Background: an optimization exercise with open tools, aiming at a short achievable clock period and few clock cycles. Do not read the settings as production practice. Function was checked by simulation only, so behaviour that the tests miss may differ from the original. Power is estimated from default activity; no workload was simulated.

File: design/flow/config.mk
export PLATFORM = sky130hd
export DESIGN_NAME = pentaur_core
export DESIGN_NICKNAME = pentaur_core
export VERILOG_FILES = /design/flow/design.v
export SDC_FILE = /design/flow/constraint.sdc
export NUM_CORES = 4
export LEC_CHECK = 0
export CAP_MARGIN = 20
export CORE_MARGIN = 2
export CORE_UTILIZATION = 40
export PLACE_DENSITY = 0.6
export SLEW_MARGIN = 20
File: design/flow/constraint.sdc
create_clock -name core_clock -period 10.0 [get_ports {clk}]
set_input_delay 2.0000 -clock core_clock [delete_from_list [all_inputs] [get_ports {clk}]]
set_output_delay 2.0000 -clock core_clock [all_outputs]
set_load 0.01 [all_outputs]
File: design/flow/design.v
`default_nettype none
module pentaur_core (
    input  wire        clk,
    input  wire        rst,
    input  wire [31:0] prog_len,
    output wire [31:0] imem_addr,
    input  wire [95:0] imem_rdata,
    output reg         dmem_en,
    output reg         dmem_we,
    output reg  [16:0] dmem_addr,
    output reg  [31:0] dmem_wdata,
    input  wire [31:0] dmem_rdata,
    output reg         io_en,
    output reg         io_we,
    output reg  [31:0] io_addr,
    output reg  [31:0] io_wdata,
    input  wire [31:0] io_rdata,
    output wire        halted,
    output wire [2:0]  err,
    output wire [31:0] halt_pc,
    output wire [3:0]  flags
);
    localparam OP_MOV    = 5'd0,  OP_MOVSEG = 5'd1,  OP_ADD  = 5'd2,  OP_SUB  = 5'd3,
               OP_AND    = 5'd4,  OP_OR     = 5'd5,  OP_XOR  = 5'd6,  OP_NOT  = 5'd7,
               OP_SHL    = 5'd8,  OP_SHR    = 5'd9,  OP_ROL  = 5'd10, OP_ROR  = 5'd11,
               OP_INC    = 5'd12, OP_DEC    = 5'd13, OP_CMP  = 5'd14, OP_LOAD = 5'd15,
               OP_STORE  = 5'd16, OP_PUSH   = 5'd17, OP_POP  = 5'd18, OP_IN   = 5'd19,
               OP_OUT    = 5'd20, OP_JMP    = 5'd21, OP_JE   = 5'd22, OP_JNE  = 5'd23,
               OP_JG     = 5'd24, OP_JL     = 5'd25;
    localparam E_NONE = 3'd0, E_ADDR = 3'd1, E_DEST = 3'd2, E_SEG = 3'd3,
               E_SRC  = 3'd4, E_OP   = 3'd5;
    localparam S_FETCH = 3'd0, S_DECODE = 3'd1, S_EXEC = 3'd2, S_MEM = 3'd3,
               S_WB    = 3'd4, S_HALT   = 3'd5;
    localparam SEG_DS = 3'd1, SEG_SS = 3'd3;
    localparam REG_SP = 4'd8;
    localparam [31:0] MEM_WORDS = 32'd131072;
    reg [2:0]  state;
    reg [31:0] pc;
    reg [2:0]  err_q;
    reg [95:0] ir;
    reg [31:0] rf  [0:8];    
    reg [31:0] seg [0:5];    
    reg        zf, sf, cf, of;
    reg [31:0] p_result;
    reg [31:0] p_addr;
    reg [31:0] p_mem;
    assign imem_addr = pc;
    assign halted    = (state == S_HALT);
    assign err       = err_q;
    assign halt_pc   = pc;
    assign flags     = {zf, sf, cf, of};
    wire [4:0]  op     = ir[4:0];
    wire [3:0]  dest   = ir[8:5];
    wire        s1_imm = ir[9];
    wire [3:0]  s1_reg = ir[13:10];
    wire        s2_imm = ir[14];
    wire [3:0]  s2_reg = ir[18:15];
    wire [31:0] imm1   = ir[63:32];
    wire [31:0] imm2   = ir[95:64];
    wire is_dss  = (op >= OP_ADD && op <= OP_ROR && op != OP_NOT);
    wire is_ds   = (op == OP_MOV || op == OP_NOT || op == OP_INC || op == OP_DEC);
    wire is_alu  = is_dss || is_ds || (op == OP_CMP);
    wire is_jump = (op >= OP_JMP && op <= OP_JL);
    wire uses_s1 = is_alu || op == OP_MOVSEG || op == OP_STORE || op == OP_PUSH || op == OP_OUT;
    wire uses_s2 = is_dss || op == OP_CMP;
    wire [31:0] val1 = s1_imm ? imm1 : (s1_reg <= 4'd8 ? rf[s1_reg] : 32'd0);
    wire [31:0] val2 = s2_imm ? imm2 : (s2_reg <= 4'd8 ? rf[s2_reg] : 32'd0);
    wire src_bad = (uses_s1 && !s1_imm && s1_reg > 4'd8) ||
                   (uses_s2 && !s2_imm && s2_reg > 4'd8);
    wire [31:0] alu_a = (op == OP_MOV) ? 32'd0 : val1;
    wire [31:0] alu_b = is_dss || op == OP_CMP ? val2 :
                        (op == OP_MOV) ? val1 : 32'd0;
    wire [31:0] b_eff = (op == OP_INC || op == OP_DEC) ? 32'd1 : alu_b;
    wire [32:0] sum  = {1'b0, alu_a} + {1'b0, b_eff};
    wire [32:0] diff = {1'b0, alu_a} - {1'b0, b_eff};
    wire [4:0]  rot  = alu_b[4:0];
    wire        big  = |alu_b[31:5];
    wire [31:0] shl_r = big ? 32'd0 : (alu_a << alu_b[4:0]);
    wire [31:0] shr_r = big ? 32'd0 : (alu_a >> alu_b[4:0]);
    wire [63:0] rol_w = {alu_a, alu_a} << rot;
    wire [63:0] ror_w = {alu_a, alu_a} >> rot;
    wire [31:0] rol_r = rol_w[63:32];
    wire [31:0] ror_r = ror_w[31:0];
    reg  [31:0] alu_r;
    reg         alu_cf, alu_of;
    always @(*) begin
        alu_r  = 32'd0;
        alu_cf = 1'b0;
        alu_of = 1'b0;
        case (op)
            OP_MOV: alu_r = alu_b;
            OP_ADD, OP_INC: begin
                alu_r  = sum[31:0];
                alu_cf = sum[32];
                alu_of = (alu_a[31] == b_eff[31]) && (sum[31] != alu_a[31]);
            end
            OP_SUB, OP_DEC, OP_CMP: begin
                alu_r  = diff[31:0];
                alu_cf = diff[32];
                alu_of = (alu_a[31] != b_eff[31]) && (diff[31] != alu_a[31]);
            end
            OP_AND: alu_r = alu_a & alu_b;
            OP_OR:  alu_r = alu_a | alu_b;
            OP_XOR: alu_r = alu_a ^ alu_b;
            OP_NOT: alu_r = ~alu_a;
            OP_SHL: begin alu_r = shl_r; alu_cf = alu_a[31]; end
            OP_SHR: begin alu_r = shr_r; alu_cf = alu_a[0];  end
            OP_ROL: begin alu_r = rol_r; alu_cf = rol_r[0];  end
            OP_ROR: begin alu_r = ror_r; alu_cf = ror_r[0];  end
            default: ;
        endcase
    end
    reg take;
    always @(*) begin
        case (op)
            OP_JMP:  take = 1'b1;
            OP_JE:   take = zf;
            OP_JNE:  take = !zf;
            OP_JG:   take = !cf && !zf;
            OP_JL:   take = cf;
            default: take = 1'b0;
        endcase
    end
    wire [31:0] sp_dec = rf[REG_SP] - 32'd1;
    wire [31:0] sp_inc = rf[REG_SP] + 32'd1;
    wire        addr_ok = (p_addr < MEM_WORDS);
    wire has_mem = (op == OP_LOAD || op == OP_STORE || op == OP_PUSH ||
                    op == OP_POP  || op == OP_OUT);
    wire has_wb  = (is_alu && op != OP_CMP) || op == OP_MOVSEG || op == OP_LOAD ||
                   op == OP_POP || op == OP_IN;
    integer i;
    always @(posedge clk) begin
        if (rst) begin
            state    <= S_FETCH;
            pc       <= 32'd0;
            err_q    <= E_NONE;
            ir       <= 96'd0;
            for (i = 0; i < 9; i = i + 1) rf[i]  <= 32'd0;
            for (i = 0; i < 6; i = i + 1) seg[i] <= 32'd0;
            zf       <= 1'b0;
            sf       <= 1'b0;
            cf       <= 1'b0;
            of       <= 1'b0;
            p_result <= 32'd0;
            p_addr   <= 32'd0;
            p_mem    <= 32'd0;
        end else begin
            case (state)
                S_FETCH: begin
                    if (pc >= prog_len) state <= S_HALT;
                    else                state <= S_DECODE;
                end
                S_DECODE: begin
                    ir <= imem_rdata;
                    if (imem_rdata[4:0] > OP_JL) begin
                        err_q <= E_OP;
                        state <= S_HALT;
                    end else begin
                        state <= S_EXEC;
                    end
                end
                S_EXEC: begin
                    if (src_bad) begin
                        err_q <= E_SRC;
                        state <= S_HALT;
                    end else begin
                        if (is_alu) begin
                            zf       <= (alu_r == 32'd0);
                            sf       <= alu_r[31];
                            cf       <= alu_cf;
                            of       <= alu_of;
                            p_result <= alu_r;
                        end
                        case (op)
                            OP_MOVSEG: p_result <= val1;
                            OP_LOAD:   p_addr   <= seg[SEG_DS] + imm2;
                            OP_STORE: begin
                                p_mem  <= val1;
                                p_addr <= seg[SEG_DS] + imm2;
                            end
                            OP_PUSH: begin
                                p_mem      <= val1;
                                rf[REG_SP] <= sp_dec;
                                p_addr     <= seg[SEG_SS] + sp_dec;
                            end
                            OP_POP: begin
                                p_addr     <= seg[SEG_SS] + rf[REG_SP];
                                rf[REG_SP] <= sp_inc;
                            end
                            default: ;
                        endcase
                        if (has_mem)      state <= S_MEM;
                        else if (has_wb)  state <= S_WB;
                        else begin
                            pc    <= (is_jump && take) ? imm2 : pc + 32'd1;
                            state <= S_FETCH;
                        end
                    end
                end
                S_MEM: begin
                    if (op != OP_OUT && !addr_ok) begin
                        err_q <= E_ADDR;
                        state <= S_HALT;
                    end else if (has_wb) begin
                        state <= S_WB;
                    end else begin
                        pc    <= pc + 32'd1;
                        state <= S_FETCH;
                    end
                end
                S_WB: begin
                    if (op == OP_MOVSEG) begin
                        if (dest > 4'd5) begin
                            err_q <= E_SEG;
                            state <= S_HALT;
                        end else begin
                            seg[dest[2:0]] <= p_result;
                            pc    <= pc + 32'd1;
                            state <= S_FETCH;
                        end
                    end else if (dest > 4'd8) begin
                        err_q <= E_DEST;
                        state <= S_HALT;
                    end else begin
                        if (op == OP_LOAD || op == OP_POP) rf[dest] <= dmem_rdata;
                        else if (op == OP_IN)              rf[dest] <= io_rdata;
                        else                               rf[dest] <= p_result;
                        pc    <= pc + 32'd1;
                        state <= S_FETCH;
                    end
                end
                default: ;  
            endcase
        end
    end
    always @(*) begin
        dmem_en    = 1'b0;
        dmem_we    = 1'b0;
        dmem_addr  = 17'd0;
        dmem_wdata = 32'd0;
        io_en      = 1'b0;
        io_we      = 1'b0;
        io_addr    = 32'd0;
        io_wdata   = 32'd0;
        if (state == S_MEM && addr_ok &&
            (op == OP_LOAD || op == OP_STORE || op == OP_PUSH || op == OP_POP)) begin
            dmem_en    = 1'b1;
            dmem_we    = (op == OP_STORE || op == OP_PUSH);
            dmem_addr  = p_addr[16:0];
            dmem_wdata = p_mem;
        end
        if (state == S_EXEC && !src_bad && (op == OP_IN || op == OP_OUT)) begin
            io_en    = 1'b1;
            io_we    = (op == OP_OUT);
            io_addr  = imm2;
            io_wdata = val1;
        end
    end
endmodule
`default_nettype wire
File: design/flow/run.sh
#!/bin/bash
# synth_recipe.tcl (not shown) runs the flow's synth.tcl, then flattens the netlist and writes it again
# the make line also repeats each setting of config.mk as NAME=value (left out here)
make -C /OpenROAD-flow-scripts/flow DESIGN_CONFIG=/design/flow/config.mk WORK_HOME=/design/flow/orfs CLKGATE_MAP_FILE= SYNTH_SCRIPT=/design/flow/synth_recipe.tcl finish
==> results_dict.tcl <==
set metrics [dict create \
    yosys_register_bits 805 \
    drive_gt1_frac 0.1282 \
    start_util 0.4018 \
    ff2ff_path_depth 22 \
    cp-start-kind "flip-flop" \
    wl_um 300400 \
    die_h_um 391.4 \
    yosysTopAreaCell "edfxtp_1" \
    h-tree-depth 3 \
    slowest_stage "a2111oi_0" \
    netlist.area_leader.share 0.2881 \
    ir_worst_vdd_mv 0.3693 \
    worst_pin_slew_ns 1.256 \
    p_leak_nw 26.09 \
    synth_edf_count 576 \
    drtAntennaViolNets 0 \
    critPathMostFrequentCell "nor2_1" \
    slew_viol_final 0 \
    setup_ws_ns 1.749 \
    finalSetupTns_ns 0 \
    end_kind "flip-flop" \
    cts_sinks 805 \
    die_w_um 391.4 \
    synth_top_family_by_area "compound AO/OA/AOI/OAI gates" \
    place_ws_ns 2.037 \
    syn_area_per_cell_um2 9.573 \
    drtPass1Iterations 6 \
    powerDensity_nw_per_um2 338.4 \
    crit_chain "buf_4 -> and2_1 -> a22oi_1 -> nand3_1 -> nand3_1 -> a211oi_1 -> ha_1 -> inv_1 -> o21ai_0 -> nor2_1 -> o31a_1 -> o21ai_0 -> o41a_1 -> a41oi_1 -> a2111o_1 -> nand3b_1 -> a2111oi_0 -> nor2_1 -> xnor2_1 -> o32ai_1 -> mux2i_1 -> nor2_1" \
    rsz0062_at_grt "no" \
    synth_compound_area_frac 0.1863 \
    fp.coreArea_um2 149400 \
    rows 142 \
    synth_flop_cell "edfxtp_1" \
    cp.required_ns 10.62 \
    hold_violations 0 \
    ys_warn_count 1 \
    port_buffers 369 \
    antenna_found_initial 29 \
    min_period_over_period 0.8251 \
    drc 0 \
    cts_setup_buffers 0 \
    critPathMaxStageDelay_ns 0.95 \
    grt_use_total 0.3819 \
    yosysMostFrequentCell "nor2_1" \
    grt_max_degree 125 \
    clk_latency_ns 0.74 \
    crit_fanout 30 \
    postCtsHoldBufs 0 \
    ys_seq_area_frac 0.3645 \
    clock.fmax_mhz 121.2 \
    grt.overflow.total 0 \
    synth_area_um2 60030 \
    first_iter_violations 8400 \
    synthCells 6271 \
    min_from "p_addr[4]" \
    cp.arrival_ns 8.88 \
    clk_pin_slew_worst_paths_ns 0.06 \
    ctsResizeCount 0 \
    area_growth_pct 16.55 \
    synth-simple-area-share 0.1613 \
    pin_count 383 \
    maxCapViolations 0 \
    grt_pass1_wl_um 412800 \
    clock-root-buffer "clkbuf_16" \
    hold_class "reg -> reg" \
    status "timing/DRC/antenna clean" \
    fp.dieArea_um2 153200 \
    gp_congestion 1.043 \
    setup_viol 0 \
    synth_fa_ha_area_frac 0.04881 \
    routedWlPerCell_um 34.10 \
    vias_per_cell 6.559 \
    num_vias 57775 \
    tritoncts "built" \
    numCtsBuffers 89 \
    grt_pass1_vias 53577 \
    synth_xor_xnor_area_share 0.01663 \
    synth.top_cells.by_area "edfxtp_1, mux4_2, dfxtp_1" \
    synth_mux_area_frac 0.1648 \
    finalNetCount 7118 \
    synthTopCellsByCount "nor2_1, nand2_1, edfxtp_1" \
    critical_path_class "reg -> reg" \
    min_delay_path_depth 2 \
    skew_ns 0.05917 \
    async_flop_share 0 \
    yosys.cell_types.count 117 \
    hpwl_um 223400 \
    clockBufferDepth 3 \
    period_needed_ns 8.251 \
    slew_headroom 0.1601 \
    fillCellCount 14195 \
]
## logic make-up after synthesis
group	Yosys count
other	1
muxes	631
xor gates and xnor gates	114
DFF	805
and+or+nand+nor	2099
AOI/OAI and AO/OA	1640
buffers and inverters	749
adders and majority gates	232
## registers in the layout (all words and copies together) (netlist names), named ones only
signal	cells
cf	1
err_q	3
ir	83
of	1
p_addr	32
p_mem	32
p_result	32
pc	32
rf	512
seg	64
sf	1
state	3
zf	1
## where the power goes
part / switching (mW) / internal (mW) / leakage, nW
clock network: 1.51 / 2.04 / 1.54
logic: 11.0 / 4.56 / 16.8
registers: 0.633 / 3.95 / 7.75
total: 13.1 / 10.6 / 26.1
## final timing paths
path	endpoint	slack [ns]
setup / recovery	of	1.75
hold / removal	p_addr[4]	0.45
setup reg to reg	of	1.75
hold reg to reg	p_addr[4]	0.45
## layout make-up
| class | instances | area [µm²] | share of cell area |
|---|---|---|---|
| Clock buffer | 117 | 2505 | 0.03580 |
| Tap cell | 2016 | 2522 | 0.03605 |
| Multi-Input combinational cell | 4940 | 35810 | 0.5118 |
| Timing Repair Buffer | 623 | 5659 | 0.08088 |
| Inverter | 234 | 883.3 | 0.01262 |
| Sequential cell | 805 | 21910 | 0.3131 |
| Clock inverter | 50 | 625.6 | 0.008941 |
| Antenna cell | 23 | 57.56 | 0.0008226 |
## cells in the final DEF (no fill, tap or decap), drive strengths merged, types with 71 or more instances in the layout
master / n
a21oi: 348
nand3: 114
dfxtp: 229
and2: 173
buf: 254
a22oi: 153
conb: 224
nor2: 771
ha: 227
inv: 238
nor3: 146
o211ai: 71
mux4: 281
nand2: 580
a211oi: 137
clkbuf: 118
clkdlybuf4s50: 368
mux2i: 324
o22ai: 140
o21ai: 294
edfxtp: 576
## layer usage
| layer | vias up | global-route usage | part of all wire |
|---|---|---|---|
| li1 | 24358 | - | - |
| met1 | 28361 | 0.4875 | 0.38 |
| met2 | 4109 | 0.5572 | 0.42 |
| met3 | 923 | 0.1301 | 0.14 |
| met4 | 24 | 0.2286 | 0.070 |
| met5 | - | 0 | 0.00059 |
## through the flow
step	util	hold slack [ns]	cells	power (mW)	area, µm²
6_report	0.4683	0.4540	8808	23.68	69970
5_1_grt	0.4679	0.4754	8787	24.19	69920
4_1_cts	0.4676	0.4541	8782	22.85	69870
3_5_place_dp	0.4466	0.4452	8615	19.30	66740
3_3_place_gp	0.4466	0.4450	8615	19.34	66730
2_1_floorplan	-	0.4317	6494	13.16	60870
## worst max-delay path: cells and delay by family (launching register included)
family,cells,cell delay [ns]
AO/OA/AOI/OAI,10,4.02
XOR/XNOR,1,0.17
adder cells (fa/ha/maj),1,0.42
buffers and inverters,2,0.65
flip-flops,1,0.73
multiplexers,1,0.13
AND/OR/NAND/NOR,7,1.97
Testbench counts, summed over its fixed seeds: cycles 146,459.

static timing again, ports no longer ideal:
The flow's constraints put no driver on any port. The routed layout listed below was extracted and timed again, unchanged, in two steps. Step 1 sets driving cells, clkbuf_16 on the clock port and buf_2 on the other inputs (assumed; they add their load-dependent delay and slew). Step 2 moves the port delays by t, midway between the first and last clock arrival at a register: inputs arrive t later, outputs are due t later. That takes back most of the time a late clock gives input paths. Slacks: ideal ports / drivers / drivers and shift; pairs: ideal ports / drivers.
shift t [ns]: 0.785
setup WS [ns]: 1.749 / 1.749 / 1.749
hold slack, ns: 0.454 / 0.454 / 0.454
worst setup path after step 2: register to register
latest minus earliest clock arrival (ns): 0.061 / 0.060
After both steps setup and hold are still met in this run. For this run, drivers alone change the setup slack by 0.000 ns; drivers and shift together by 0.000 ns.
